Source: an optimization exercise on an open RTL-to-GDS flow (aim: small area and a short achievable clock period). Production flows keep margins and buffers that such runs may drop.
In this exercise RTL edits were held to simulation tests only and were not proved equivalent to the original.
In every run shown here, the design's own scripts or RTL, not TritonCTS, make the clock network.
The clock port is modelled as an ideal driver, which makes a skipped or thinned clock tree look cheaper than it is; a real chip needs a root buffer or a tree.
Power and IR drop assume default switching activity.

==> flow/design.v <==
module gems_quantizer (
    input  wire        clk,
    input  wire        rst,
    input  wire        in_valid,
    input  wire [13:0] fm_raw,
    input  wire [9:0]  psg_div,
    input  wire [6:0]  note_in,
    output reg         out_valid,
    output reg  [6:0]  fm_note,
    output reg  [6:0]  psg_note,
    output reg  [13:0] fm_freq
);
    reg        s1_valid;
    reg [13:0] s1_raw;
    reg [9:0]  s1_div;
    reg [6:0]  s1_note;
    always @(posedge clk) begin
        if (rst)
            s1_valid <= 1'b0;
        else
            s1_valid <= in_valid;
        s1_raw  <= fm_raw;
        s1_div  <= psg_div;
        s1_note <= note_in;
    end
    wire [6:0] fm_note_c;
    wire fm_new_n22, fm_new_n23, fm_new_n24, fm_new_n25, fm_new_n26, fm_new_n27, fm_new_n28, fm_new_n29;
    wire fm_new_n30, fm_new_n31, fm_new_n32, fm_new_n33, fm_new_n34, fm_new_n35, fm_new_n36, fm_new_n37;
    wire fm_new_n38, fm_new_n39, fm_new_n40, fm_new_n41, fm_new_n42, fm_new_n43, fm_new_n44, fm_new_n45;
    wire fm_new_n46, fm_new_n47, fm_new_n48, fm_new_n49, fm_new_n50, fm_new_n51, fm_new_n52, fm_new_n53;
    wire fm_new_n54, fm_new_n55, fm_new_n56, fm_new_n57, fm_new_n58, fm_new_n59, fm_new_n60, fm_new_n61;
    wire fm_new_n62, fm_new_n63, fm_new_n64, fm_new_n65, fm_new_n66, fm_new_n67, fm_new_n68, fm_new_n69;
    wire fm_new_n70, fm_new_n71, fm_new_n72, fm_new_n73, fm_new_n74, fm_new_n75, fm_new_n76, fm_new_n77;
    wire fm_new_n78, fm_new_n79, fm_new_n80, fm_new_n81, fm_new_n82, fm_new_n83, fm_new_n84, fm_new_n85;
    wire fm_new_n86, fm_new_n87, fm_new_n88, fm_new_n89, fm_new_n90, fm_new_n91, fm_new_n92, fm_new_n93;
    wire fm_new_n94, fm_new_n95, fm_new_n96, fm_new_n97, fm_new_n98, fm_new_n99, fm_new_n100, fm_new_n101;
    wire fm_new_n102, fm_new_n103, fm_new_n104, fm_new_n105, fm_new_n106, fm_new_n107, fm_new_n108, fm_new_n109;
    wire fm_new_n110, fm_new_n111, fm_new_n112, fm_new_n113, fm_new_n114, fm_new_n115, fm_new_n116, fm_new_n117;
    wire fm_new_n118, fm_new_n119, fm_new_n120, fm_new_n121, fm_new_n122, fm_new_n123, fm_new_n124, fm_new_n125;
    wire fm_new_n126, fm_new_n127, fm_new_n128, fm_new_n129, fm_new_n130, fm_new_n131, fm_new_n132, fm_new_n133;
    wire fm_new_n134, fm_new_n135, fm_new_n136, fm_new_n137, fm_new_n138, fm_new_n139, fm_new_n140, fm_new_n141;
    wire fm_new_n142, fm_new_n143, fm_new_n144, fm_new_n145, fm_new_n146, fm_new_n147, fm_new_n148, fm_new_n149;
    wire fm_new_n150, fm_new_n151, fm_new_n152, fm_new_n153, fm_new_n154, fm_new_n155, fm_new_n156, fm_new_n157;
    wire fm_new_n158, fm_new_n159, fm_new_n160, fm_new_n161, fm_new_n162, fm_new_n163, fm_new_n164, fm_new_n165;
    wire fm_new_n166, fm_new_n167, fm_new_n168, fm_new_n169, fm_new_n170, fm_new_n171, fm_new_n172, fm_new_n173;
    wire fm_new_n174, fm_new_n175, fm_new_n176, fm_new_n177, fm_new_n178, fm_new_n179, fm_new_n180, fm_new_n181;
    wire fm_new_n182, fm_new_n183, fm_new_n184, fm_new_n185, fm_new_n186, fm_new_n187, fm_new_n188, fm_new_n189;
    wire fm_new_n190, fm_new_n191, fm_new_n192, fm_new_n193, fm_new_n194, fm_new_n195, fm_new_n196, fm_new_n197;
    wire fm_new_n199, fm_new_n200, fm_new_n201, fm_new_n202, fm_new_n203, fm_new_n204, fm_new_n205, fm_new_n206;
    wire fm_new_n208, fm_new_n209, fm_new_n210, fm_new_n211, fm_new_n212, fm_new_n213, fm_new_n214, fm_new_n216;
    wire fm_new_n217, fm_new_n218, fm_new_n219, fm_new_n220, fm_new_n221, fm_new_n222, fm_new_n223, fm_new_n224;
    wire fm_new_n225, fm_new_n227, fm_new_n228, fm_new_n229, fm_new_n230, fm_new_n231, fm_new_n232, fm_new_n233;
    wire fm_new_n234, fm_new_n235, fm_new_n236, fm_new_n237, fm_new_n239, fm_new_n240, fm_new_n241, fm_new_n242;
    wire fm_new_n244, fm_new_n245;
    assign fm_new_n22 = ~s1_raw[9] & ~s1_raw[10];
    assign fm_new_n23 = ~s1_raw[7] & fm_new_n22;
    assign fm_new_n24 = ~s1_raw[8] & fm_new_n23;
    assign fm_new_n25 = ~s1_raw[3] & ~s1_raw[4];
    assign fm_new_n26 = ~s1_raw[5] & ~s1_raw[6];
    assign fm_new_n27 = fm_new_n25 & fm_new_n26;
    assign fm_new_n28 = fm_new_n24 & ~fm_new_n27;
    assign fm_new_n29 = ~s1_raw[13] & ~fm_new_n28;
    assign fm_new_n30 = s1_raw[13] & fm_new_n28;
    assign fm_new_n31 = ~fm_new_n29 & ~fm_new_n30;
    assign fm_new_n32 = s1_raw[2] & fm_new_n27;
    assign fm_new_n33 = ~s1_raw[6] & ~fm_new_n32;
    assign fm_new_n34 = fm_new_n24 & ~fm_new_n33;
    assign fm_new_n35 = ~s1_raw[10] & ~fm_new_n34;
    assign fm_new_n36 = s1_raw[0] & fm_new_n27;
    assign fm_new_n37 = ~s1_raw[4] & ~fm_new_n36;
    assign fm_new_n38 = fm_new_n23 & ~fm_new_n37;
    assign fm_new_n39 = ~s1_raw[8] & ~fm_new_n38;
    assign fm_new_n40 = s1_raw[1] & fm_new_n27;
    assign fm_new_n41 = ~s1_raw[5] & ~fm_new_n40;
    assign fm_new_n42 = fm_new_n24 & ~fm_new_n41;
    assign fm_new_n43 = ~s1_raw[9] & ~fm_new_n42;
    assign fm_new_n44 = fm_new_n35 & ~fm_new_n43;
    assign fm_new_n45 = ~fm_new_n39 & ~fm_new_n44;
    assign fm_new_n46 = fm_new_n35 & ~fm_new_n45;
    assign fm_new_n47 = fm_new_n35 & fm_new_n43;
    assign fm_new_n48 = s1_raw[3] & ~fm_new_n47;
    assign fm_new_n49 = s1_raw[1] & fm_new_n47;
    assign fm_new_n50 = ~fm_new_n48 & ~fm_new_n49;
    assign fm_new_n51 = ~fm_new_n46 & ~fm_new_n50;
    assign fm_new_n52 = s1_raw[2] & ~fm_new_n47;
    assign fm_new_n53 = s1_raw[0] & fm_new_n47;
    assign fm_new_n54 = ~fm_new_n52 & ~fm_new_n53;
    assign fm_new_n55 = fm_new_n46 & ~fm_new_n54;
    assign fm_new_n56 = ~fm_new_n51 & ~fm_new_n55;
    assign fm_new_n57 = ~fm_new_n28 & ~fm_new_n56;
    assign fm_new_n58 = ~s1_raw[0] & s1_raw[10];
    assign fm_new_n59 = s1_raw[1] & ~fm_new_n22;
    assign fm_new_n60 = ~fm_new_n58 & fm_new_n59;
    assign fm_new_n61 = ~fm_new_n28 & ~fm_new_n46;
    assign fm_new_n62 = ~fm_new_n54 & fm_new_n61;
    assign fm_new_n63 = ~fm_new_n60 & ~fm_new_n62;
    assign fm_new_n64 = ~fm_new_n57 & fm_new_n63;
    assign fm_new_n65 = s1_raw[4] & ~fm_new_n24;
    assign fm_new_n66 = s1_raw[0] & fm_new_n24;
    assign fm_new_n67 = ~fm_new_n65 & ~fm_new_n66;
    assign fm_new_n68 = ~fm_new_n47 & ~fm_new_n67;
    assign fm_new_n69 = ~fm_new_n24 & fm_new_n47;
    assign fm_new_n70 = s1_raw[2] & fm_new_n69;
    assign fm_new_n71 = ~fm_new_n68 & ~fm_new_n70;
    assign fm_new_n72 = ~fm_new_n46 & ~fm_new_n71;
    assign fm_new_n73 = ~fm_new_n28 & fm_new_n46;
    assign fm_new_n74 = ~fm_new_n50 & fm_new_n73;
    assign fm_new_n75 = ~fm_new_n72 & ~fm_new_n74;
    assign fm_new_n76 = fm_new_n64 & fm_new_n75;
    assign fm_new_n77 = s1_raw[2] & fm_new_n28;
    assign fm_new_n78 = s1_raw[6] & ~fm_new_n24;
    assign fm_new_n79 = ~fm_new_n77 & ~fm_new_n78;
    assign fm_new_n80 = ~fm_new_n47 & fm_new_n79;
    assign fm_new_n81 = fm_new_n47 & fm_new_n67;
    assign fm_new_n82 = ~fm_new_n80 & ~fm_new_n81;
    assign fm_new_n83 = ~fm_new_n46 & ~fm_new_n82;
    assign fm_new_n84 = s1_raw[5] & ~fm_new_n24;
    assign fm_new_n85 = s1_raw[1] & fm_new_n24;
    assign fm_new_n86 = ~fm_new_n84 & ~fm_new_n85;
    assign fm_new_n87 = ~fm_new_n47 & ~fm_new_n86;
    assign fm_new_n88 = s1_raw[3] & fm_new_n69;
    assign fm_new_n89 = ~fm_new_n87 & ~fm_new_n88;
    assign fm_new_n90 = fm_new_n46 & fm_new_n89;
    assign fm_new_n91 = ~fm_new_n83 & ~fm_new_n90;
    assign fm_new_n92 = s1_raw[3] & fm_new_n24;
    assign fm_new_n93 = ~s1_raw[7] & ~fm_new_n92;
    assign fm_new_n94 = ~fm_new_n47 & fm_new_n93;
    assign fm_new_n95 = fm_new_n47 & fm_new_n86;
    assign fm_new_n96 = ~fm_new_n94 & ~fm_new_n95;
    assign fm_new_n97 = ~fm_new_n46 & fm_new_n96;
    assign fm_new_n98 = fm_new_n46 & fm_new_n82;
    assign fm_new_n99 = ~fm_new_n97 & ~fm_new_n98;
    assign fm_new_n100 = fm_new_n91 & ~fm_new_n99;
    assign fm_new_n101 = ~fm_new_n46 & fm_new_n89;
    assign fm_new_n102 = fm_new_n46 & fm_new_n71;
    assign fm_new_n103 = ~fm_new_n101 & ~fm_new_n102;
    assign fm_new_n104 = fm_new_n100 & fm_new_n103;
    assign fm_new_n105 = ~fm_new_n76 & fm_new_n104;
    assign fm_new_n106 = fm_new_n35 & fm_new_n79;
    assign fm_new_n107 = ~fm_new_n44 & ~fm_new_n106;
    assign fm_new_n108 = fm_new_n39 & ~fm_new_n107;
    assign fm_new_n109 = fm_new_n35 & ~fm_new_n93;
    assign fm_new_n110 = fm_new_n43 & ~fm_new_n109;
    assign fm_new_n111 = ~fm_new_n108 & ~fm_new_n110;
    assign fm_new_n112 = fm_new_n46 & fm_new_n96;
    assign fm_new_n113 = fm_new_n45 & ~fm_new_n106;
    assign fm_new_n114 = ~fm_new_n112 & ~fm_new_n113;
    assign fm_new_n115 = ~fm_new_n111 & fm_new_n114;
    assign fm_new_n116 = ~fm_new_n105 & fm_new_n115;
    assign fm_new_n117 = s1_raw[11] & s1_raw[12];
    assign fm_new_n118 = ~fm_new_n35 & fm_new_n117;
    assign fm_new_n119 = ~fm_new_n116 & fm_new_n118;
    assign fm_new_n120 = fm_new_n31 & ~fm_new_n119;
    assign fm_new_n121 = s1_raw[11] & ~fm_new_n46;
    assign fm_new_n122 = ~fm_new_n116 & fm_new_n121;
    assign fm_new_n123 = ~s1_raw[12] & fm_new_n47;
    assign fm_new_n124 = s1_raw[12] & ~fm_new_n47;
    assign fm_new_n125 = ~fm_new_n123 & ~fm_new_n124;
    assign fm_new_n126 = ~s1_raw[11] & fm_new_n46;
    assign fm_new_n127 = fm_new_n116 & fm_new_n126;
    assign fm_new_n128 = ~fm_new_n122 & ~fm_new_n127;
    assign fm_new_n129 = fm_new_n125 & ~fm_new_n128;
    assign fm_new_n130 = ~fm_new_n123 & ~fm_new_n129;
    assign fm_new_n131 = ~fm_new_n122 & ~fm_new_n130;
    assign fm_new_n132 = ~fm_new_n120 & ~fm_new_n131;
    assign fm_new_n133 = s1_raw[13] & ~fm_new_n24;
    assign fm_new_n134 = fm_new_n132 & fm_new_n133;
    assign fm_new_n135 = ~fm_new_n132 & ~fm_new_n133;
    assign fm_new_n136 = fm_new_n24 & fm_new_n29;
    assign fm_new_n137 = ~fm_new_n135 & ~fm_new_n136;
    assign fm_new_n138 = fm_new_n111 & ~fm_new_n114;
    assign fm_new_n139 = ~s1_raw[0] & ~s1_raw[1];
    assign fm_new_n140 = ~fm_new_n28 & ~fm_new_n139;
    assign fm_new_n141 = ~fm_new_n47 & fm_new_n140;
    assign fm_new_n142 = fm_new_n63 & ~fm_new_n141;
    assign fm_new_n143 = ~fm_new_n56 & ~fm_new_n142;
    assign fm_new_n144 = fm_new_n75 & ~fm_new_n143;
    assign fm_new_n145 = fm_new_n103 & ~fm_new_n144;
    assign fm_new_n146 = ~fm_new_n91 & fm_new_n99;
    assign fm_new_n147 = ~fm_new_n145 & fm_new_n146;
    assign fm_new_n148 = fm_new_n114 & ~fm_new_n147;
    assign fm_new_n149 = ~fm_new_n138 & ~fm_new_n148;
    assign fm_new_n150 = fm_new_n57 & ~fm_new_n75;
    assign fm_new_n151 = s1_raw[2] & ~fm_new_n139;
    assign fm_new_n152 = ~fm_new_n35 & fm_new_n151;
    assign fm_new_n153 = s1_raw[0] & s1_raw[1];
    assign fm_new_n154 = fm_new_n44 & fm_new_n153;
    assign fm_new_n155 = ~fm_new_n152 & ~fm_new_n154;
    assign fm_new_n156 = fm_new_n150 & ~fm_new_n155;
    assign fm_new_n157 = fm_new_n91 & fm_new_n103;
    assign fm_new_n158 = fm_new_n156 & fm_new_n157;
    assign fm_new_n159 = fm_new_n99 & ~fm_new_n158;
    assign fm_new_n160 = ~fm_new_n64 & ~fm_new_n75;
    assign fm_new_n161 = ~fm_new_n103 & ~fm_new_n160;
    assign fm_new_n162 = ~fm_new_n75 & fm_new_n141;
    assign fm_new_n163 = fm_new_n161 & ~fm_new_n162;
    assign fm_new_n164 = fm_new_n100 & ~fm_new_n163;
    assign fm_new_n165 = ~fm_new_n159 & ~fm_new_n164;
    assign fm_new_n166 = s1_raw[1] & ~fm_new_n155;
    assign fm_new_n167 = fm_new_n75 & ~fm_new_n166;
    assign fm_new_n168 = fm_new_n145 & ~fm_new_n167;
    assign fm_new_n169 = ~fm_new_n91 & ~fm_new_n111;
    assign fm_new_n170 = ~fm_new_n168 & fm_new_n169;
    assign fm_new_n171 = ~fm_new_n165 & ~fm_new_n170;
    assign fm_new_n172 = fm_new_n149 & fm_new_n171;
    assign fm_new_n173 = ~fm_new_n91 & ~fm_new_n103;
    assign fm_new_n174 = ~fm_new_n156 & fm_new_n173;
    assign fm_new_n175 = fm_new_n116 & ~fm_new_n174;
    assign fm_new_n176 = ~fm_new_n63 & fm_new_n91;
    assign fm_new_n177 = fm_new_n150 & fm_new_n176;
    assign fm_new_n178 = ~fm_new_n157 & ~fm_new_n177;
    assign fm_new_n179 = fm_new_n175 & fm_new_n178;
    assign fm_new_n180 = fm_new_n76 & ~fm_new_n103;
    assign fm_new_n181 = fm_new_n100 & ~fm_new_n114;
    assign fm_new_n182 = ~fm_new_n180 & fm_new_n181;
    assign fm_new_n183 = fm_new_n111 & ~fm_new_n182;
    assign fm_new_n184 = ~fm_new_n175 & ~fm_new_n183;
    assign fm_new_n185 = fm_new_n91 & ~fm_new_n161;
    assign fm_new_n186 = fm_new_n99 & ~fm_new_n185;
    assign fm_new_n187 = ~fm_new_n114 & ~fm_new_n186;
    assign fm_new_n188 = fm_new_n100 & fm_new_n145;
    assign fm_new_n189 = ~fm_new_n57 & fm_new_n173;
    assign fm_new_n190 = fm_new_n167 & fm_new_n189;
    assign fm_new_n191 = ~fm_new_n99 & ~fm_new_n190;
    assign fm_new_n192 = ~fm_new_n188 & fm_new_n191;
    assign fm_new_n193 = ~fm_new_n187 & ~fm_new_n192;
    assign fm_new_n194 = ~fm_new_n184 & ~fm_new_n193;
    assign fm_new_n195 = ~fm_new_n179 & ~fm_new_n194;
    assign fm_new_n196 = ~fm_new_n172 & fm_new_n195;
    assign fm_new_n197 = fm_new_n137 & ~fm_new_n196;
    assign fm_note_c[0] = fm_new_n134 | fm_new_n197;
    assign fm_new_n199 = fm_new_n149 & ~fm_new_n159;
    assign fm_new_n200 = fm_new_n148 & ~fm_new_n188;
    assign fm_new_n201 = fm_new_n183 & ~fm_new_n200;
    assign fm_new_n202 = fm_new_n99 & fm_new_n178;
    assign fm_new_n203 = fm_new_n116 & ~fm_new_n202;
    assign fm_new_n204 = ~fm_new_n201 & ~fm_new_n203;
    assign fm_new_n205 = ~fm_new_n199 & fm_new_n204;
    assign fm_new_n206 = ~fm_new_n134 & fm_new_n205;
    assign fm_note_c[1] = fm_new_n137 & ~fm_new_n206;
    assign fm_new_n208 = ~fm_new_n149 & fm_new_n183;
    assign fm_new_n209 = ~fm_new_n116 & ~fm_new_n208;
    assign fm_new_n210 = ~fm_new_n121 & ~fm_new_n126;
    assign fm_new_n211 = fm_new_n209 & ~fm_new_n210;
    assign fm_new_n212 = ~fm_new_n209 & fm_new_n210;
    assign fm_new_n213 = ~fm_new_n211 & ~fm_new_n212;
    assign fm_new_n214 = fm_new_n137 & fm_new_n213;
    assign fm_note_c[2] = fm_new_n134 | fm_new_n214;
    assign fm_new_n216 = ~fm_new_n125 & fm_new_n128;
    assign fm_new_n217 = ~fm_new_n129 & ~fm_new_n216;
    assign fm_new_n218 = ~fm_new_n138 & ~fm_new_n210;
    assign fm_new_n219 = fm_new_n138 & fm_new_n210;
    assign fm_new_n220 = ~fm_new_n218 & ~fm_new_n219;
    assign fm_new_n221 = ~fm_new_n208 & fm_new_n220;
    assign fm_new_n222 = fm_new_n217 & ~fm_new_n221;
    assign fm_new_n223 = ~fm_new_n217 & fm_new_n221;
    assign fm_new_n224 = ~fm_new_n222 & ~fm_new_n223;
    assign fm_new_n225 = fm_new_n137 & fm_new_n224;
    assign fm_note_c[3] = fm_new_n134 | fm_new_n225;
    assign fm_new_n227 = ~fm_new_n31 & fm_new_n119;
    assign fm_new_n228 = fm_new_n120 & ~fm_new_n131;
    assign fm_new_n229 = ~fm_new_n227 & ~fm_new_n228;
    assign fm_new_n230 = fm_new_n125 & ~fm_new_n126;
    assign fm_new_n231 = ~fm_new_n125 & fm_new_n126;
    assign fm_new_n232 = ~fm_new_n230 & ~fm_new_n231;
    assign fm_new_n233 = ~fm_new_n221 & ~fm_new_n232;
    assign fm_new_n234 = fm_new_n229 & fm_new_n233;
    assign fm_new_n235 = ~fm_new_n229 & ~fm_new_n233;
    assign fm_new_n236 = ~fm_new_n134 & ~fm_new_n235;
    assign fm_new_n237 = ~fm_new_n234 & fm_new_n236;
    assign fm_note_c[4] = fm_new_n137 & ~fm_new_n237;
    assign fm_new_n239 = fm_new_n217 & ~fm_new_n229;
    assign fm_new_n240 = ~fm_new_n217 & fm_new_n229;
    assign fm_new_n241 = ~fm_new_n239 & ~fm_new_n240;
    assign fm_new_n242 = fm_new_n137 & ~fm_new_n233;
    assign fm_note_c[5] = ~fm_new_n241 & fm_new_n242;
    assign fm_new_n244 = fm_new_n137 & ~fm_new_n229;
    assign fm_new_n245 = ~fm_note_c[5] & fm_new_n244;
    assign fm_note_c[6] = fm_new_n134 | fm_new_n245;
    wire [5:0] ps_k;
    wire ps_new_n17, ps_new_n18, ps_new_n19, ps_new_n20, ps_new_n21, ps_new_n22, ps_new_n23, ps_new_n24;
    wire ps_new_n25, ps_new_n26, ps_new_n27, ps_new_n28, ps_new_n29, ps_new_n30, ps_new_n31, ps_new_n32;
    wire ps_new_n33, ps_new_n34, ps_new_n35, ps_new_n36, ps_new_n37, ps_new_n38, ps_new_n39, ps_new_n40;
    wire ps_new_n41, ps_new_n42, ps_new_n43, ps_new_n44, ps_new_n45, ps_new_n46, ps_new_n47, ps_new_n48;
    wire ps_new_n49, ps_new_n50, ps_new_n51, ps_new_n52, ps_new_n53, ps_new_n55, ps_new_n56, ps_new_n57;
    wire ps_new_n58, ps_new_n59, ps_new_n60, ps_new_n61, ps_new_n62, ps_new_n63, ps_new_n64, ps_new_n65;
    wire ps_new_n66, ps_new_n67, ps_new_n68, ps_new_n69, ps_new_n70, ps_new_n71, ps_new_n72, ps_new_n73;
    wire ps_new_n74, ps_new_n75, ps_new_n76, ps_new_n77, ps_new_n78, ps_new_n79, ps_new_n80, ps_new_n81;
    wire ps_new_n82, ps_new_n83, ps_new_n84, ps_new_n85, ps_new_n86, ps_new_n87, ps_new_n88, ps_new_n89;
    wire ps_new_n90, ps_new_n91, ps_new_n92, ps_new_n93, ps_new_n94, ps_new_n95, ps_new_n96, ps_new_n97;
    wire ps_new_n98, ps_new_n99, ps_new_n100, ps_new_n101, ps_new_n102, ps_new_n103, ps_new_n104, ps_new_n105;
    wire ps_new_n106, ps_new_n107, ps_new_n108, ps_new_n109, ps_new_n111, ps_new_n112, ps_new_n113, ps_new_n114;
    wire ps_new_n115, ps_new_n116, ps_new_n117, ps_new_n118, ps_new_n119, ps_new_n120, ps_new_n121, ps_new_n122;
    wire ps_new_n123, ps_new_n124, ps_new_n125, ps_new_n126, ps_new_n127, ps_new_n128, ps_new_n129, ps_new_n130;
    wire ps_new_n131, ps_new_n132, ps_new_n133, ps_new_n134, ps_new_n135, ps_new_n136, ps_new_n137, ps_new_n138;
    wire ps_new_n139, ps_new_n140, ps_new_n141, ps_new_n142, ps_new_n143, ps_new_n144, ps_new_n145, ps_new_n146;
    wire ps_new_n147, ps_new_n148, ps_new_n149, ps_new_n150, ps_new_n151, ps_new_n152, ps_new_n153, ps_new_n154;
    wire ps_new_n155, ps_new_n156, ps_new_n157, ps_new_n158, ps_new_n159, ps_new_n160, ps_new_n161, ps_new_n162;
    wire ps_new_n163, ps_new_n164, ps_new_n165, ps_new_n166, ps_new_n167, ps_new_n168, ps_new_n169, ps_new_n170;
    wire ps_new_n171, ps_new_n172, ps_new_n173, ps_new_n174, ps_new_n175, ps_new_n176, ps_new_n177, ps_new_n178;
    wire ps_new_n179, ps_new_n180, ps_new_n181, ps_new_n182, ps_new_n183, ps_new_n184, ps_new_n185, ps_new_n186;
    wire ps_new_n187, ps_new_n188, ps_new_n189, ps_new_n190, ps_new_n191, ps_new_n192, ps_new_n193, ps_new_n194;
    wire ps_new_n195, ps_new_n196, ps_new_n197, ps_new_n198, ps_new_n199, ps_new_n200, ps_new_n201, ps_new_n202;
    wire ps_new_n203, ps_new_n204, ps_new_n205, ps_new_n206, ps_new_n208, ps_new_n209, ps_new_n210, ps_new_n211;
    wire ps_new_n212, ps_new_n213, ps_new_n214, ps_new_n215, ps_new_n216, ps_new_n217, ps_new_n218, ps_new_n219;
    wire ps_new_n220, ps_new_n221, ps_new_n222, ps_new_n223, ps_new_n224, ps_new_n225, ps_new_n226, ps_new_n227;
    wire ps_new_n228, ps_new_n229, ps_new_n230, ps_new_n231, ps_new_n232, ps_new_n233, ps_new_n234, ps_new_n235;
    wire ps_new_n236, ps_new_n237, ps_new_n238, ps_new_n239, ps_new_n241, ps_new_n242, ps_new_n243, ps_new_n244;
    wire ps_new_n245, ps_new_n246, ps_new_n248, ps_new_n249;
    assign ps_new_n17 = ~s1_div[4] & ~s1_div[5];
    assign ps_new_n18 = s1_div[7] & ~ps_new_n17;
    assign ps_new_n19 = ~s1_div[2] & ~s1_div[3];
    assign ps_new_n20 = ~s1_div[5] & ps_new_n19;
    assign ps_new_n21 = ps_new_n18 & ~ps_new_n20;
    assign ps_new_n22 = s1_div[8] & s1_div[9];
    assign ps_new_n23 = s1_div[5] & s1_div[6];
    assign ps_new_n24 = ~s1_div[0] & ~s1_div[1];
    assign ps_new_n25 = ~s1_div[2] & ps_new_n24;
    assign ps_new_n26 = s1_div[4] & ~ps_new_n25;
    assign ps_new_n27 = s1_div[3] & s1_div[4];
    assign ps_new_n28 = ~ps_new_n26 & ~ps_new_n27;
    assign ps_new_n29 = ps_new_n23 & ~ps_new_n28;
    assign ps_new_n30 = ~s1_div[7] & ~ps_new_n29;
    assign ps_new_n31 = ps_new_n22 & ~ps_new_n30;
    assign ps_new_n32 = s1_div[6] & s1_div[7];
    assign ps_new_n33 = s1_div[4] & s1_div[5];
    assign ps_new_n34 = s1_div[3] & s1_div[7];
    assign ps_new_n35 = ~ps_new_n25 & ps_new_n34;
    assign ps_new_n36 = ps_new_n33 & ps_new_n35;
    assign ps_new_n37 = ~ps_new_n32 & ~ps_new_n36;
    assign ps_new_n38 = s1_div[0] & s1_div[1];
    assign ps_new_n39 = ~s1_div[2] & ~ps_new_n38;
    assign ps_new_n40 = ~s1_div[6] & ps_new_n39;
    assign ps_new_n41 = s1_div[9] & ~ps_new_n40;
    assign ps_new_n42 = ~ps_new_n37 & ps_new_n41;
    assign ps_new_n43 = ~ps_new_n22 & ~ps_new_n42;
    assign ps_new_n44 = s1_div[8] & ~ps_new_n37;
    assign ps_new_n45 = ps_new_n43 & ~ps_new_n44;
    assign ps_new_n46 = ~ps_new_n31 & ~ps_new_n45;
    assign ps_new_n47 = s1_div[2] & ps_new_n38;
    assign ps_new_n48 = s1_div[3] & s1_div[5];
    assign ps_new_n49 = ps_new_n47 & ps_new_n48;
    assign ps_new_n50 = ~ps_new_n33 & ~ps_new_n49;
    assign ps_new_n51 = ~s1_div[6] & ps_new_n50;
    assign ps_new_n52 = s1_div[7] & ~ps_new_n51;
    assign ps_new_n53 = ~s1_div[8] & ~ps_new_n52;
    assign ps_k[5] = ~s1_div[9] & ps_new_n53;
    assign ps_new_n55 = s1_div[1] & s1_div[2];
    assign ps_new_n56 = s1_div[3] & ~s1_div[4];
    assign ps_new_n57 = ps_new_n55 & ps_new_n56;
    assign ps_new_n58 = ~s1_div[5] & ~s1_div[7];
    assign ps_new_n59 = ~ps_new_n57 & ps_new_n58;
    assign ps_new_n60 = s1_div[2] & s1_div[3];
    assign ps_new_n61 = s1_div[4] & ~ps_new_n60;
    assign ps_new_n62 = ~ps_new_n17 & ~ps_new_n61;
    assign ps_new_n63 = ~s1_div[1] & ps_new_n19;
    assign ps_new_n64 = ~ps_new_n57 & ~ps_new_n63;
    assign ps_new_n65 = ps_new_n62 & ps_new_n64;
    assign ps_new_n66 = s1_div[5] & s1_div[7];
    assign ps_new_n67 = ~ps_new_n58 & ~ps_new_n66;
    assign ps_new_n68 = ~ps_new_n65 & ps_new_n67;
    assign ps_new_n69 = ~ps_new_n59 & ~ps_new_n68;
    assign ps_new_n70 = s1_div[6] & ps_new_n69;
    assign ps_new_n71 = ~ps_k[5] & ~ps_new_n70;
    assign ps_new_n72 = ~s1_div[1] & s1_div[6];
    assign ps_new_n73 = ps_new_n60 & ~ps_new_n72;
    assign ps_new_n74 = ~s1_div[4] & ~ps_new_n73;
    assign ps_new_n75 = ~s1_div[3] & ps_new_n39;
    assign ps_new_n76 = s1_div[5] & ~ps_new_n75;
    assign ps_new_n77 = ps_new_n74 & ps_new_n76;
    assign ps_new_n78 = ps_new_n34 & ~ps_new_n39;
    assign ps_new_n79 = ~ps_new_n18 & ~ps_new_n78;
    assign ps_new_n80 = ~s1_div[3] & ~ps_new_n47;
    assign ps_new_n81 = ~s1_div[6] & ps_new_n33;
    assign ps_new_n82 = ~ps_new_n80 & ps_new_n81;
    assign ps_new_n83 = ps_new_n79 & ~ps_new_n82;
    assign ps_new_n84 = s1_div[2] & ~ps_new_n24;
    assign ps_new_n85 = ~s1_div[3] & ~s1_div[4];
    assign ps_new_n86 = ~ps_new_n84 & ps_new_n85;
    assign ps_new_n87 = s1_div[6] & ps_new_n86;
    assign ps_new_n88 = ~s1_div[5] & s1_div[6];
    assign ps_new_n89 = ps_new_n27 & ps_new_n88;
    assign ps_new_n90 = ~ps_new_n87 & ~ps_new_n89;
    assign ps_new_n91 = ps_new_n83 & ps_new_n90;
    assign ps_new_n92 = ~ps_new_n77 & ps_new_n91;
    assign ps_new_n93 = ~ps_new_n71 & ~ps_new_n92;
    assign ps_new_n94 = ~s1_div[6] & ~s1_div[7];
    assign ps_new_n95 = ~ps_new_n39 & ps_new_n48;
    assign ps_new_n96 = ~ps_new_n33 & ~ps_new_n95;
    assign ps_new_n97 = ps_new_n94 & ps_new_n96;
    assign ps_new_n98 = s1_div[9] & ~ps_new_n97;
    assign ps_new_n99 = ps_new_n27 & ps_new_n55;
    assign ps_new_n100 = ps_new_n88 & ~ps_new_n99;
    assign ps_new_n101 = s1_div[8] & ~ps_new_n100;
    assign ps_new_n102 = ~ps_new_n98 & ~ps_new_n101;
    assign ps_new_n103 = ~s1_div[5] & ~ps_new_n27;
    assign ps_new_n104 = s1_div[4] & ps_new_n84;
    assign ps_new_n105 = ps_new_n103 & ~ps_new_n104;
    assign ps_new_n106 = s1_div[8] & ps_new_n94;
    assign ps_new_n107 = ~ps_new_n105 & ps_new_n106;
    assign ps_new_n108 = ~ps_new_n102 & ~ps_new_n107;
    assign ps_new_n109 = ~ps_new_n93 & ~ps_new_n108;
    assign ps_k[2] = ps_new_n46 | ps_new_n109;
    assign ps_new_n111 = ~ps_new_n21 & ps_k[2];
    assign ps_new_n112 = ps_new_n48 & ps_new_n55;
    assign ps_new_n113 = ~s1_div[9] & ps_new_n112;
    assign ps_new_n114 = s1_div[6] & ~ps_new_n113;
    assign ps_new_n115 = ps_new_n50 & ps_new_n114;
    assign ps_new_n116 = ~s1_div[9] & ~ps_new_n32;
    assign ps_new_n117 = ~ps_new_n115 & ~ps_new_n116;
    assign ps_new_n118 = ps_new_n43 & ps_new_n117;
    assign ps_new_n119 = ps_new_n21 & ~ps_k[2];
    assign ps_new_n120 = ps_new_n118 & ~ps_new_n119;
    assign ps_new_n121 = ~ps_new_n111 & ps_new_n120;
    assign ps_new_n122 = ps_new_n23 & ~ps_new_n86;
    assign ps_new_n123 = ~s1_div[6] & ps_new_n103;
    assign ps_new_n124 = ~ps_new_n26 & ps_new_n123;
    assign ps_new_n125 = ~ps_new_n122 & ~ps_new_n124;
    assign ps_new_n126 = ~ps_new_n43 & ps_new_n125;
    assign ps_new_n127 = ~s1_div[9] & ~ps_new_n44;
    assign ps_new_n128 = s1_div[4] & ~ps_new_n75;
    assign ps_new_n129 = ~s1_div[5] & ps_new_n128;
    assign ps_new_n130 = ps_new_n23 & ~ps_new_n128;
    assign ps_new_n131 = ~ps_new_n129 & ~ps_new_n130;
    assign ps_new_n132 = ~ps_new_n127 & ps_new_n131;
    assign ps_new_n133 = ps_new_n94 & ps_new_n105;
    assign ps_new_n134 = s1_div[8] & ps_new_n37;
    assign ps_new_n135 = ~ps_new_n133 & ps_new_n134;
    assign ps_new_n136 = ~s1_div[2] & ~s1_div[4];
    assign ps_new_n137 = ~s1_div[1] & ps_new_n136;
    assign ps_new_n138 = ~ps_new_n85 & ~ps_new_n137;
    assign ps_new_n139 = ps_new_n100 & ps_new_n138;
    assign ps_new_n140 = ~ps_new_n66 & ~ps_new_n139;
    assign ps_new_n141 = ps_new_n135 & ps_new_n140;
    assign ps_new_n142 = ~ps_new_n132 & ~ps_new_n141;
    assign ps_new_n143 = ~ps_new_n35 & ~ps_new_n100;
    assign ps_new_n144 = ps_new_n83 & ps_new_n143;
    assign ps_new_n145 = ps_new_n131 & ps_new_n144;
    assign ps_new_n146 = ~ps_new_n142 & ~ps_new_n145;
    assign ps_new_n147 = ~ps_new_n26 & ~ps_new_n136;
    assign ps_new_n148 = ~ps_new_n38 & ps_new_n48;
    assign ps_new_n149 = ps_new_n147 & ps_new_n148;
    assign ps_new_n150 = ps_new_n38 & ~ps_new_n48;
    assign ps_new_n151 = ps_new_n24 & ~ps_new_n33;
    assign ps_new_n152 = ~ps_new_n103 & ~ps_new_n151;
    assign ps_new_n153 = ~ps_new_n150 & ps_new_n152;
    assign ps_new_n154 = ~ps_new_n149 & ps_new_n153;
    assign ps_new_n155 = ~s1_div[6] & ~ps_new_n154;
    assign ps_new_n156 = ~ps_new_n48 & ~ps_new_n103;
    assign ps_new_n157 = ~ps_new_n84 & ~ps_new_n156;
    assign ps_new_n158 = ~ps_new_n56 & ~ps_new_n136;
    assign ps_new_n159 = ~s1_div[1] & ~ps_new_n158;
    assign ps_new_n160 = s1_div[6] & ~ps_new_n104;
    assign ps_new_n161 = ~ps_new_n159 & ps_new_n160;
    assign ps_new_n162 = ~ps_new_n157 & ps_new_n161;
    assign ps_new_n163 = ~s1_div[1] & ~s1_div[5];
    assign ps_new_n164 = ps_new_n28 & ~ps_new_n163;
    assign ps_new_n165 = ~ps_new_n23 & ps_new_n39;
    assign ps_new_n166 = ~ps_new_n164 & ps_new_n165;
    assign ps_new_n167 = s1_div[4] & ps_new_n112;
    assign ps_new_n168 = ~ps_new_n166 & ~ps_new_n167;
    assign ps_new_n169 = ~ps_new_n162 & ps_new_n168;
    assign ps_new_n170 = ~ps_new_n155 & ps_new_n169;
    assign ps_new_n171 = s1_div[7] & ~ps_new_n75;
    assign ps_new_n172 = ~ps_new_n170 & ~ps_new_n171;
    assign ps_new_n173 = s1_div[5] & ~s1_div[6];
    assign ps_new_n174 = ~ps_new_n86 & ps_new_n173;
    assign ps_new_n175 = ~ps_new_n88 & ~ps_new_n174;
    assign ps_new_n176 = ~ps_new_n33 & ps_new_n79;
    assign ps_new_n177 = ~ps_new_n61 & ~ps_new_n176;
    assign ps_new_n178 = ps_new_n175 & ps_new_n177;
    assign ps_new_n179 = ps_new_n53 & ~ps_new_n178;
    assign ps_new_n180 = ~ps_new_n172 & ps_new_n179;
    assign ps_new_n181 = ~s1_div[7] & ps_new_n85;
    assign ps_new_n182 = ~ps_new_n55 & ps_new_n181;
    assign ps_new_n183 = s1_div[8] & ~ps_new_n182;
    assign ps_new_n184 = ps_new_n29 & ~ps_new_n80;
    assign ps_new_n185 = ~ps_new_n25 & ps_new_n48;
    assign ps_new_n186 = ~ps_new_n20 & ~ps_new_n61;
    assign ps_new_n187 = ~ps_new_n185 & ps_new_n186;
    assign ps_new_n188 = ~ps_new_n37 & ~ps_new_n187;
    assign ps_new_n189 = ~ps_new_n184 & ps_new_n188;
    assign ps_new_n190 = ~ps_new_n183 & ~ps_new_n189;
    assign ps_new_n191 = ~ps_new_n180 & ps_new_n190;
    assign ps_new_n192 = ~ps_new_n146 & ~ps_new_n191;
    assign ps_new_n193 = ~s1_div[8] & ps_new_n17;
    assign ps_new_n194 = ~ps_new_n60 & ps_new_n193;
    assign ps_new_n195 = s1_div[9] & ~ps_new_n194;
    assign ps_new_n196 = ~ps_new_n192 & ~ps_new_n195;
    assign ps_new_n197 = ~ps_new_n126 & ~ps_new_n196;
    assign ps_new_n198 = ~ps_new_n121 & ps_new_n197;
    assign ps_new_n199 = ps_new_n84 & ps_new_n93;
    assign ps_new_n200 = ps_new_n47 & ps_new_n65;
    assign ps_new_n201 = ps_new_n94 & ~ps_new_n200;
    assign ps_new_n202 = ps_new_n22 & ~ps_new_n97;
    assign ps_new_n203 = ~ps_new_n201 & ps_new_n202;
    assign ps_new_n204 = ~ps_new_n199 & ps_new_n203;
    assign ps_new_n205 = ~ps_new_n198 & ~ps_new_n204;
    assign ps_new_n206 = ps_new_n31 & ps_new_n175;
    assign ps_k[0] = ps_new_n205 | ps_new_n206;
    assign ps_new_n208 = ps_new_n22 & ps_k[0];
    assign ps_new_n209 = s1_div[8] & ~ps_new_n144;
    assign ps_new_n210 = ~s1_div[9] & ~ps_new_n209;
    assign ps_new_n211 = ps_new_n135 & ~ps_new_n210;
    assign ps_new_n212 = ps_new_n94 & ~ps_new_n96;
    assign ps_new_n213 = ps_new_n118 & ~ps_new_n212;
    assign ps_new_n214 = ~ps_new_n135 & ps_new_n210;
    assign ps_new_n215 = ~ps_new_n213 & ~ps_new_n214;
    assign ps_new_n216 = ~ps_new_n211 & ps_new_n215;
    assign ps_new_n217 = ~ps_new_n208 & ps_new_n216;
    assign ps_new_n218 = s1_div[5] & ~ps_new_n47;
    assign ps_new_n219 = ps_new_n38 & ps_new_n85;
    assign ps_new_n220 = ps_new_n27 & ~ps_new_n55;
    assign ps_new_n221 = ~ps_new_n219 & ~ps_new_n220;
    assign ps_new_n222 = ps_new_n218 & ps_new_n221;
    assign ps_new_n223 = ~ps_new_n147 & ps_new_n222;
    assign ps_new_n224 = ps_new_n201 & ~ps_new_n223;
    assign ps_new_n225 = ~s1_div[3] & ps_new_n58;
    assign ps_new_n226 = ~ps_new_n162 & ps_new_n225;
    assign ps_new_n227 = ~s1_div[6] & ps_new_n79;
    assign ps_new_n228 = ~ps_new_n69 & ~ps_new_n227;
    assign ps_new_n229 = ~ps_new_n226 & ps_new_n228;
    assign ps_new_n230 = ~ps_new_n224 & ~ps_new_n229;
    assign ps_new_n231 = ~s1_div[2] & ps_new_n85;
    assign ps_new_n232 = ~ps_new_n230 & ~ps_new_n231;
    assign ps_new_n233 = ps_new_n52 & ~ps_new_n184;
    assign ps_new_n234 = ~ps_new_n108 & ps_new_n233;
    assign ps_new_n235 = ~ps_new_n232 & ps_new_n234;
    assign ps_new_n236 = ps_new_n31 & ~ps_new_n32;
    assign ps_new_n237 = ps_k[5] & ~ps_new_n230;
    assign ps_new_n238 = ~ps_new_n236 & ~ps_new_n237;
    assign ps_new_n239 = ~ps_new_n235 & ps_new_n238;
    assign ps_k[1] = ps_new_n217 | ~ps_new_n239;
    assign ps_new_n241 = ps_new_n86 & ps_new_n88;
    assign ps_new_n242 = s1_div[5] & ~ps_new_n74;
    assign ps_new_n243 = ~s1_div[7] & ~ps_new_n242;
    assign ps_new_n244 = ~ps_new_n241 & ps_new_n243;
    assign ps_new_n245 = ps_k[5] & ~ps_new_n244;
    assign ps_new_n246 = ps_new_n43 & ~ps_new_n135;
    assign ps_k[3] = ~ps_new_n245 & ps_new_n246;
    assign ps_new_n248 = ~ps_new_n94 & ~ps_new_n241;
    assign ps_new_n249 = ps_new_n53 & ps_new_n248;
    assign ps_k[4] = ps_new_n127 & ~ps_new_n249;
    wire [13:0] fm_freq_c;
    wire ff_new_n22, ff_new_n23, ff_new_n24, ff_new_n26, ff_new_n27, ff_new_n28, ff_new_n29, ff_new_n30;
    wire ff_new_n31, ff_new_n32, ff_new_n34, ff_new_n35, ff_new_n36, ff_new_n37, ff_new_n38, ff_new_n39;
    wire ff_new_n41, ff_new_n42, ff_new_n43, ff_new_n44, ff_new_n45, ff_new_n46, ff_new_n47, ff_new_n48;
    wire ff_new_n49, ff_new_n50, ff_new_n51, ff_new_n53, ff_new_n58, ff_new_n59, ff_new_n60, ff_new_n62;
    wire ff_new_n63, ff_new_n65, ff_new_n66, ff_new_n68;
    assign ff_new_n22 = s1_note[6] & ~s1_note[5];
    assign ff_new_n23 = ~s1_note[6] & s1_note[5];
    assign ff_new_n24 = s1_note[4] & ff_new_n23;
    assign fm_freq_c[13] = ff_new_n22 | ff_new_n24;
    assign ff_new_n26 = ~s1_note[4] & ff_new_n23;
    assign ff_new_n27 = s1_note[4] & ff_new_n22;
    assign ff_new_n28 = ~ff_new_n26 & ~ff_new_n27;
    assign ff_new_n29 = ~s1_note[4] & ff_new_n22;
    assign ff_new_n30 = s1_note[4] & ~fm_freq_c[13];
    assign ff_new_n31 = ~ff_new_n29 & ~ff_new_n30;
    assign ff_new_n32 = s1_note[3] & ~ff_new_n31;
    assign fm_freq_c[12] = ~ff_new_n28 | ff_new_n32;
    assign ff_new_n34 = s1_note[3] & ~ff_new_n28;
    assign ff_new_n35 = ~s1_note[3] & ~ff_new_n31;
    assign ff_new_n36 = ~ff_new_n34 & ~ff_new_n35;
    assign ff_new_n37 = ~s1_note[3] & ff_new_n28;
    assign ff_new_n38 = ff_new_n31 & ~ff_new_n37;
    assign ff_new_n39 = s1_note[2] & ff_new_n38;
    assign fm_freq_c[11] = ~ff_new_n36 | ff_new_n39;
    assign ff_new_n41 = ~ff_new_n34 & ff_new_n38;
    assign ff_new_n42 = ~s1_note[2] & ~ff_new_n41;
    assign ff_new_n43 = s1_note[2] & ff_new_n36;
    assign ff_new_n44 = ~ff_new_n42 & ~ff_new_n43;
    assign ff_new_n45 = ~ff_new_n39 & ~ff_new_n42;
    assign ff_new_n46 = ff_new_n36 & ~ff_new_n45;
    assign ff_new_n47 = s1_note[0] & ~ff_new_n46;
    assign ff_new_n48 = ~ff_new_n44 & ~ff_new_n46;
    assign ff_new_n49 = ~s1_note[0] & ~ff_new_n48;
    assign ff_new_n50 = s1_note[1] & ~ff_new_n49;
    assign ff_new_n51 = ~s1_note[1] & ff_new_n49;
    assign fm_freq_c[2] = ff_new_n50 | ff_new_n51;
    assign ff_new_n53 = ~s1_note[0] & ~fm_freq_c[2];
    assign fm_freq_c[0] = ff_new_n47 | ff_new_n53;
    assign fm_freq_c[10] = ff_new_n44 & fm_freq_c[0];
    assign fm_freq_c[8] = ~ff_new_n46 & ~fm_freq_c[10];
    assign fm_freq_c[7] = ff_new_n46 | fm_freq_c[2];
    assign ff_new_n58 = ~s1_note[1] & ff_new_n47;
    assign ff_new_n59 = s1_note[1] & ff_new_n46;
    assign ff_new_n60 = ~ff_new_n44 & ~ff_new_n59;
    assign fm_freq_c[4] = ff_new_n58 | ~ff_new_n60;
    assign ff_new_n62 = ~ff_new_n47 & fm_freq_c[4];
    assign ff_new_n63 = s1_note[0] & ff_new_n48;
    assign fm_freq_c[6] = ff_new_n62 | ff_new_n63;
    assign ff_new_n65 = ~s1_note[0] & ff_new_n46;
    assign ff_new_n66 = ff_new_n48 & ~ff_new_n53;
    assign fm_freq_c[5] = ~ff_new_n65 & ~ff_new_n66;
    assign ff_new_n68 = ff_new_n47 & ~fm_freq_c[4];
    assign fm_freq_c[3] = ~ff_new_n65 & ~ff_new_n68;
    assign fm_freq_c[1] = ff_new_n59 | fm_freq_c[3];
    assign fm_freq_c[9] = ~fm_freq_c[10];
    always @(posedge clk) begin
        if (rst)
            out_valid <= 1'b0;
        else
            out_valid <= s1_valid;
        fm_note  <= fm_note_c;
        psg_note <= {ps_k[5], ~ps_k[5], ps_k[4:0]};
        fm_freq  <= fm_freq_c;
    end
endmodule
==> flow/flow/run.sh <==
#!/bin/bash
# Standard ORFS layout (the standard.sh) with these changes to how the
# layout is made:
#  - after the standard synthesis, its combinational logic is re-mapped to
#    standard cells with an area-oriented ABC script (flow/remap.ys); the
#    flip-flops stay as the standard synthesis made them;
#  - the port buffers use a small plain buffer instead of the delay buffer
#    the resizer picks by default;
#  - the clock reaches the flip-flops through four clock buffers in
#    parallel, which flow/clockbuf.tcl inserts before CTS and
#    flow/post_cts.tcl connects straight to the clock port after it,
#    instead of a two-level tree.
# Each tool's output goes to a log file of its own in this folder.
set -euo pipefail
R=$PWD/orfs/results/$FLOW_PLATFORM/gems_quantizer/base
export BUFFER_PORTS_ARGS="-buffer_cell sky130_fd_sc_hd__buf_1"
export CTS_ARGS="-sink_clustering_enable -repair_clock_nets -dont_use_dummy_load -clk_nets clk"
export PRE_CTS_TCL=$PWD/flow/clockbuf.tcl
export POST_CTS_TCL=$PWD/flow/post_cts.tcl

bash standard.sh $R/1_2_yosys.v > log_std_synth.log 2>&1

mkdir -p remap
LIB=$FLOW_HOME/platforms/$FLOW_PLATFORM/lib/sky130_fd_sc_hd__tt_025C_1v80.lib
cp $LIB remap/full.lib
python3 flow/libsplit.py $LIB remap/map.lib remap/comb.lib > log_libsplit.log 2>&1
cp $R/1_2_yosys.v remap/1_2_yosys.std.v
${YOSYS_EXE:-$FLOW_HOME/../tools/install/yosys/bin/yosys} -s flow/remap.ys > log_remap_yosys.log 2>&1
cp remap/1_2_yosys.v $R/1_2_yosys.v
touch $R/1_2_yosys.v

bash standard.sh > log_std_layout.log 2>&1
==> flow/flow/clockbuf.tcl <==
# PRE_CTS hook: drive the clock sinks from four clock buffers, one per
# quadrant of the sinks (split at the median x, then each half at its median
# y), each placed at its group's centroid; the clock port feeds only these
# buffers. CTS then runs on the port net alone, finds no tree to build, and
# the CTS step's own timing repair and legalisation follow as usual.
set cell sky130_fd_sc_hd__clkbuf_8
set block [ord::get_db_block]
set master [[ord::get_db] findMaster $cell]
set clk [$block findNet clk]
set sinks {}
foreach it [$clk getITerms] {
  set loc [[$it getInst] getLocation]
  lappend sinks [list [lindex $loc 0] [lindex $loc 1] $it]
}
proc halves {l idx} {
  set l [lsort -integer -index $idx $l]
  set h [expr {[llength $l] / 2}]
  return [list [lrange $l 0 [expr {$h - 1}]] [lrange $l $h end]]
}
set groups {}
foreach half [halves $sinks 0] {
  foreach q [halves $half 1] {
    lappend groups $q
  }
}
set g 0
foreach grp $groups {
  set buf [odb::dbInst_create $block $master clkbuf_root_$g]
  set net [odb::dbNet_create $block clknet_root_$g]
  set xs 0
  set ys 0
  foreach s $grp {
    set xs [expr {$xs + [lindex $s 0]}]
    set ys [expr {$ys + [lindex $s 1]}]
    set it [lindex $s 2]
    $it disconnect
    $it connect $net
  }
  set m [llength $grp]
  [$buf findITerm A] connect $clk
  [$buf findITerm X] connect $net
  $net setSigType CLOCK
  $buf setLocation [expr {$xs / $m}] [expr {$ys / $m}]
  $buf setPlacementStatus PLACED
  puts "clockbuf: buffer $g drives $m clock sinks"
  incr g
}
==> flow/flow/libsplit.py <==
#!/usr/bin/env python3
"""Split the platform liberty file for the re-mapping step.

usage: libsplit.py LIB OUT_MAP OUT_COMB
OUT_MAP : the library without the platform's don't-use cells (lpflow, probe),
          which ABC maps to.
OUT_COMB: only the combinational cells of OUT_MAP, which Yosys reads as logic
          so that the standard synthesis netlist can be flattened back to gates.
"""
import re, sys

src = open(sys.argv[1]).read()
pat = re.compile(r'\n\s*cell\s*\(\s*"?([A-Za-z0-9_]+)"?\s*\)\s*\{')
head = None
idx = 0
keep, comb = [], []
while True:
    m = pat.search(src, idx)
    if not m:
        tail = src[idx:]
        break
    if head is None:
        head = src[:m.start()]
    j = m.end()
    depth = 1
    while depth:
        c = src[j]
        if c == '{':
            depth += 1
        elif c == '}':
            depth -= 1
        j += 1
    name = m.group(1)
    body = src[m.start():j]
    idx = j
    if 'lpflow' in name or 'probe' in name:
        continue
    keep.append(body)
    if not re.search(r'\b(ff|latch|statetable)\s*\(', body):
        comb.append(body)
open(sys.argv[2], 'w').write(head + ''.join(keep) + tail)
open(sys.argv[3], 'w').write(head + ''.join(comb) + '\n}\n')
==> flow/flow/post_cts.tcl <==
# POST_CTS hook: CTS was given only the clock port's net, which then drives
# the four buffers of flow/clockbuf.tcl, and may have put a small tree of
# its own above them. Connect those four buffers straight to the clock port
# and remove the tree's buffers, which then drive nothing.
set block [ord::get_db_block]
set clk [$block findNet clk]
set mine {}
foreach inst [$block getInsts] {
  if {[string match clkbuf_root_* [$inst getName]]} {
    lappend mine $inst
  }
}
foreach inst $mine {
  set a [$inst findITerm A]
  set old [$a getNet]
  if {$old ne "NULL" && [$old getName] ne "clk"} {
    $a disconnect
    $a connect $clk
  }
}
set removed 1
set nremoved 0
while {$removed} {
  set removed 0
  foreach inst [$block getInsts] {
    set m [$inst getMaster]
    if {![string match sky130_fd_sc_hd__clkbuf_* [$m getName]]} { continue }
    if {[lsearch -exact $mine $inst] >= 0} { continue }
    set out [$inst findITerm X]
    set net [$out getNet]
    set loads 0
    if {$net ne "NULL"} {
      foreach it [$net getITerms] {
        if {[$it isInputSignal]} { incr loads }
      }
      incr loads [llength [$net getBTerms]]
    }
    if {$loads == 0} {
      foreach it [$inst getITerms] { $it disconnect }
      odb::dbInst_destroy $inst
      if {$net ne "NULL" && [llength [$net getITerms]] == 0 && [llength [$net getBTerms]] == 0} {
        odb::dbNet_destroy $net
      }
      set removed 1
      incr nremoved
    }
  }
}
puts "post_cts: removed $nremoved clock tree buffers above the clock buffers"
==> flow/flow/remap.abc <==
strash
dc2
dch -f
amap
topo
==> flow/flow/remap.ys <==
# Re-map the combinational logic of the standard synthesis netlist with an
# area-oriented ABC script. The flip-flops (cells of the liberty read with
# -lib) are kept as they are, with their names and cell types; the other
# cells are read as their logic function and flattened.
read_liberty -lib remap/full.lib
read_liberty -overwrite remap/comb.lib
read_verilog remap/1_2_yosys.std.v
hierarchy -top gems_quantizer
rename -hide gems_quantizer/c:* gems_quantizer/t:*__df* %d
flatten
opt
abc -liberty remap/map.lib -script flow/remap.abc
splitnets
opt_clean -purge
hilomap -singleton -hicell sky130_fd_sc_hd__conb_1 HI -locell sky130_fd_sc_hd__conb_1 LO
insbuf -buf sky130_fd_sc_hd__buf_4 A X
tee -o remap/stat.txt stat -liberty remap/full.lib
write_verilog -noattr -noexpr -nohex -nodec remap/1_2_yosys.v
design -reset
read_liberty -lib remap/full.lib
read_verilog remap/1_2_yosys.v
hierarchy -top gems_quantizer
check -assert -mapped
==> flow/standard.sh <==
#!/bin/bash
# synth_recipe.tcl (not shown) runs the flow's synth.tcl, then flattens the netlist and writes it again
# the make line also repeats each setting of config.mk as NAME=value (left out here)
make -C /OpenROAD-flow-scripts/flow DESIGN_CONFIG=/design/flow/config.mk WORK_HOME=/design/flow/orfs CLKGATE_MAP_FILE= SYNTH_SCRIPT=/design/flow/synth_recipe.tcl "${@:-finish}"
==> flow/config.mk <==
export PLATFORM = sky130hd
export DESIGN_NAME = gems_quantizer
export DESIGN_NICKNAME = gems_quantizer
export VERILOG_FILES = /design/flow/design.v
export SDC_FILE = /design/flow/constraint.sdc
export NUM_CORES = 4
export LEC_CHECK = 0
export ABC_AREA = 1
export CAP_MARGIN = 20
export CORE_MARGIN = 2
export CORE_UTILIZATION = 60
export SLEW_MARGIN = 20
==> flow/constraint.sdc <==
create_clock -name core_clock -period 25.0 [get_ports {clk}]
set_input_delay 5.0000 -clock core_clock [delete_from_list [all_inputs] [get_ports {clk}]]
set_output_delay 5.0000 -clock core_clock [all_outputs]
set_load 0.01 [all_outputs]
==> flow_metrics.env, run 1 <==
export IMPL_track_usage_pct=30.8
export IMPL_critPathLaunch="s1_raw[10]"
export IMPL_fin_setup_tns_ns=0
export IMPL_drt_iter0_markers=332
export IMPL_r2r_start="s1_raw[10]"
export IMPL_total_leakage_power_nw=1.23
export IMPL_clkLatencyLatePin_ns=0.15
export IMPL_rows=25
export IMPL_ios=63
export IMPL_power_density_mw_per_mm2=61.6
export IMPL_synthCells=415
export IMPL_hold_violations=0
export IMPL_drtAntennaViolNets=0
export IMPL_io_buffers=62
export IMPL_wl_per_cell_microns=14.8
export IMPL_drive_gt1_share_pct=0.832
export IMPL_finalSetupViolations=0
export IMPL_hp_start="s1_valid"
export IMPL_post_route_util_pct=70.5
export IMPL_worstSetupPathType="reg -> reg"
export IMPL_dp_hpwl_mm=6.34
export IMPL_skew_ns=0.0141
export IMPL_area_delta_synth_final_pct=12.6
export IMPL_cp_start_kind="flip-flop"
export IMPL_reg2reg_slack_ns=18.91
export IMPL_cp_end_kind="flip-flop"
export IMPL_overflow=0
export IMPL_reg2regPathDepth=17
export IMPL_via_per_inst=6.05
export IMPL_dieArea_sq_mm=0.00551
export IMPL_peakVddDrop_uv=57.1
export IMPL_avgSynthCellArea_sq_um=7.13
export IMPL_period_share_pct=24.4
export IMPL_start_util_pct=62.6
export IMPL_grt_setup_unrepaired="no"
export IMPL_antenna_found_initial=0
export IMPL_drc=0
export IMPL_max_cap_viol_count=0
export IMPL_synth_warnings=1
export IMPL_period_needed_ns=6.09
export IMPL_num_vias=3318
export IMPL_cp_endpoint="fm_note[6]"
export IMPL_grt_start_max_net_pins=17
export IMPL_core_area_sq_mm=0.00472
export IMPL_worstReg2RegEnd="fm_note[6]"
export IMPL_max_freq_mhz=164
export IMPL_crit_fanout=10
export IMPL_dr_pass1_iters=5
export IMPL_syn_nets=449
export IMPL_slew_headroom_pct=44.1
export IMPL_routabilityCongestion=1.08
export IMPL_status="complete, no violations"
export IMPL_grt_pass1_vias=2965
export IMPL_die_x_microns=74.2
export IMPL_path_clk_slew_ns=0.10
export IMPL_n_antenna_cell=0
export IMPL_grt_pass1_wl_mm=13.1
export IMPL_cp_arrival_ns=6.12
export IMPL_dieHeight_microns=74.2
export IMPL_min_path_type="reg -> reg"
export IMPL_synthesis_area_sq_mm=0.00296
export IMPL_cp_required_ns=25.03
export IMPL_fill_cells=391
export IMPL_slew_violations=0
export IMPL_fin_nets=517
export IMPL_drt_total_wl_mm=8.09
export IMPL_worstMarginPinSlew_ns=0.830
stage by stage:
stage / hold slack (ns) / setup slack, ns / instance area [sq um] / power, W / instances
2_1_floorplan: 0.414 / 19.67 / 2960 / 0.000151 / 415
3_5_place_dp: 0.460 / 19.21 / 3270 / 0.000168 / 544
5_1_grt: 0.496 / 18.37 / 3330 / 0.000217 / 548
3_3_place_gp: 0.417 / 19.56 / 3270 / 0.000167 / 544
6_report: 0.468 / 18.91 / 3330 / 0.000205 / 548
final cells by class:
cell class | instances | area, sq um | area share, %
plain buffers | 4 | 55.1 | 1.65
well taps | 67 | 83.8 | 2.52
flip-flops and latches | 61 | 1220 | 36.7
multi-input cells | 300 | 1530 | 46.1
inverters | 54 | 203 | 6.09
repair buffers | 62 | 233 | 6.99
flip-flops by register name, summed over array words and instances, names as in the netlist:
name / cells
fm_freq: 14
s1_raw: 14
s1_div: 10
fm_note: 7
psg_note: 7
s1_note: 7
out_valid: 1
s1_valid: 1
worst min path at each step:
stage | slack, ns | to | cells past startpoint
6_report | 0.47 | out_valid | 1
5_1_grt | 0.50 | out_valid | 1
3_5_place_dp | 0.46 | out_valid | 1
3_3_place_gp | 0.42 | out_valid | 1
2_1_floorplan | 0.41 | out_valid | 1
placed cells by master (no fill, tap or decap), types with 2 or more instances in the layout:
cell,count
nor3_1,22
a31oi_1,5
clkbuf_8,4
a31o_1,2
a22oi_1,3
dfxtp_1,61
nor2b_1,3
a21oi_1,29
nand2_1,39
a211oi_1,3
or4_1,3
o32ai_1,7
o22a_1,3
nor2_1,87
o22ai_1,16
o21a_1,6
or2_0,5
or3_1,2
buf_1,62
nand3_1,2
clkinv_1,54
o21ai_0,43
layer usage:
| metal | track usage (%) | vias to the layer above | part of all wire (%) |
|---|---|---|---|
| li1 | - | 1590 | - |
| met1 | 35.9 | 1449 | 36 |
| met2 | 55.1 | 225 | 49 |
| met3 | 3.25 | 54 | 8.2 |
| met4 | 17.3 | 0 | 6.2 |
| met5 | 0 | - | 0 |
worst max-delay path, stage by stage, from the launching register on:
cell and delay [ns]:
dfxtp_1 0.33, or3_1 0.38, nor2_1 0.44, clkinv_1 0.34, o21ai_0 0.49, clkinv_1 0.25
o21ai_0 0.38, clkinv_1 0.46, o21ai_0 0.52, nand2_1 0.14, a311oi_1 0.59, and3_1 0.27
a21oi_1 0.05, nor3_1 0.27, o22a_1 0.27, nor2_1 0.06, a2111oi_0 0.59, o31ai_1 0.15
power breakdown:
group | leakage, nW | total (W) | internal, W | switching [W]
clock network | 0.0288 | 0.0000377 | 0.0000148 | 0.0000229
logic | 0.686 | 0.0000555 | 0.0000190 | 0.0000365
registers | 0.513 | 0.000112 | 0.000107 | 0.00000491
total | 1.23 | 0.000205 | 0.000141 | 0.0000644
==> run 2, diff against run 1 <==
--- a/flow/flow/run.sh
+++ b/flow/flow/run.sh
@@ -4,3 +4,4 @@
 #  - after the standard synthesis, its combinational logic is re-mapped to
-#    standard cells with an area-oriented ABC script (flow/remap.ys); the
+#    standard cells with an area-oriented ABC script (flow/remap.ys,
+#    flow/remap.abc: area mapping, then sizing to a delay target); the
 #    flip-flops stay as the standard synthesis made them;
==> flow/flow/remap.abc (replaced) <==
strash
dc2
dch -f
amap
topo
upsize -D 3500
dnsize -D 3500
topo
==> run 2 against run 1 <==
Net effect:
- still clean on timing, DRC and antenna
- critical path depth decreased by 16
- worst hold slack got worse by 0.013 ns
- register-to-register slack improved by 1.2 ns
- die area increased by 0.81%
- combinational power decreased by 0.7%
==> flow_metrics.env, run 2 <==
export IMPL_clkLatencyLatePin_ns=0.16
export IMPL_cp_start_kind="flip-flop"
export IMPL_grt_start_max_net_pins=17
export IMPL_io_buffers=62
export IMPL_overflow=0
export IMPL_avgSynthCellArea_sq_um=7.19
export IMPL_path_clk_slew_ns=0.10
export IMPL_slowest_stage="dfxtp_1"
export IMPL_cp_num_buf_inv=1
export IMPL_total_leakage_power_nw=1.23
export IMPL_worstMarginPinSlew_ns=0.790
export IMPL_drt_total_wl_mm=7.75
export IMPL_period_share_pct=22.6
export IMPL_start_util_pct=62.7
export IMPL_period_needed_ns=5.65
export IMPL_area_delta_synth_final_pct=12.5
export IMPL_fin_setup_tns_ns=0
export IMPL_wl_per_cell_microns=14.1
export IMPL_min_path_type="reg -> reg"
export IMPL_drt_iter0_markers=255
export IMPL_top_regs="fm_freq x14, s1_raw x14, s1_div x10"
export IMPL_max_freq_mhz=177
export IMPL_place_inst=544
export IMPL_synth_warnings=1
export IMPL_layout_common_cells="nor2_1 (86), buf_1 (62), dfxtp_1 (61), clkinv_1 (53), o21ai_0 (40)"
export IMPL_crit_fanout=1
export IMPL_worstSetupPathType="reg -> out"
export IMPL_peakVddDrop_uv=51.6
export IMPL_finalNonFillerCells=548
export IMPL_rows=25
export IMPL_core_area_sq_mm=0.00475
export IMPL_dp_hpwl_mm=6.06
export IMPL_skew_ns=0.0118
export IMPL_hold_depth=1
export IMPL_grt_pass1_wl_mm=12.8
export IMPL_drtAntennaViolNets=0
export IMPL_via_per_inst=5.90
export IMPL_dr_pass1_iters=5
export IMPL_dieHeight_microns=74.5
export IMPL_path_cells="buf_1"
export IMPL_antenna_found_initial=0
export IMPL_fin_nets=517
export IMPL_die_x_microns=74.5
export IMPL_grt_pass1_vias=2940
export IMPL_hp_start="s1_valid"
export IMPL_reg2reg_slack_ns=20.10
export IMPL_grt_setup_unrepaired="no"
export IMPL_min_to="out_valid"
export IMPL_finalSetupViolations=0
export IMPL_slew_headroom_pct=46.9
export IMPL_hold_violations=0
export IMPL_ios=63
export IMPL_worstReg2RegEnd="fm_note[6]"
export IMPL_drc=0
export IMPL_num_vias=3232
export IMPL_cp_arrival_ns=0.65
export IMPL_reg2regPathDepth=16
export IMPL_fin_hold_ws_ns=0.455
export IMPL_power_density_mw_per_mm2=61.0
export IMPL_n_antenna_cell=0
export IMPL_cp_end_kind="output pin"
export IMPL_fill_cells=415
export IMPL_synthCells=415
export IMPL_cp_required_ns=20.00
export IMPL_syn_nets=449
export IMPL_slew_violations=0
export IMPL_r2r_start="s1_raw[6]"
export IMPL_drive_gt1_share_pct=2.08
export IMPL_critPathTopFamily="flip-flops"
export IMPL_track_usage_pct=29.3
export IMPL_max_cap_viol_count=0
export IMPL_cpPeakStageDelay_ns=0.33
export IMPL_synthesis_area_sq_mm=0.00298
export IMPL_final_common_cell="nor2_1"
export IMPL_routabilityCongestion=0.994
export IMPL_status="complete, no violations"
export IMPL_dieArea_sq_mm=0.00555
-- run 2: power by group --
part / switching [W] / internal, W / leakage, nW
logic: 0.0000359 / 0.0000192 / 0.691
registers: 0.00000482 / 0.000107 / 0.513
clock network: 0.0000230 / 0.0000148 / 0.0288
-- run 2: area by class of cell --
class	instances	area, sq um	share of cell area, %
inverters	54	203	6.04
multi-input cells	300	1560	46.5
repair buffers	62	233	6.94
plain buffers	4	55.1	1.64
well taps	67	83.8	2.50
flip-flops and latches	61	1220	36.4
-- run 2: worst max-delay path by stage --
stage,start,endpoint,depth (start not counted)
after global routing,fm_note[0],fm_note[0],1
after floorplan,fm_freq[0],fm_freq[0],0
after detailed placement,fm_freq[2],fm_freq[2],1
final,fm_freq[2],fm_freq[2],1
after global placement,psg_note[4],psg_note[4],1
-- run 2: through the flow --
stage                     cell area (sq um)  util (%)  power, W  setup slack, ns
after global routing                   3350      70.6  0.000217            19.31
after global placement                 3300      69.4  0.000166            19.55
after detailed placement               3300      69.4  0.000168            19.54
after floorplan                        2980         -  0.000152            19.67
final                                  3350      70.6  0.000205            19.35
-- run 2: layer usage --
layer,track usage [%],part of all wire [%],up-vias
met5,0,0,-
met1,34.4,38,1433
met2,52.3,52,188
li1,-,-,1590
met4,13.7,2.5,0
met3,4.47,7.8,21

port drivers added, routing unchanged:
The flow's constraints put no driver on any port. The routed layouts listed below were extracted and timed again, unchanged, in two steps. Step 1: set_driving_cell puts a clkbuf_16 on clk and a buf_2 on each other input, an assumption about the parent block. Step 2 moves the port delays by t, midway between the first and last clock arrival at a register: inputs arrive t later, outputs are due t later. That takes back most of the time a late clock gives input paths. a / b / c = ideal ports / drivers / drivers and shift; a / b = the first two.
run | shift t [ns] | setup WS [ns] | worst setup path at the end | pins driven straight from the clock port
run 1 | 0.207 | 18.908 / 18.908 / 18.908 | register to register | 4
run 2 | 0.201 | 19.353 / 19.302 / 19.503 | register to output | 4
After both steps every run listed still meets setup and hold.
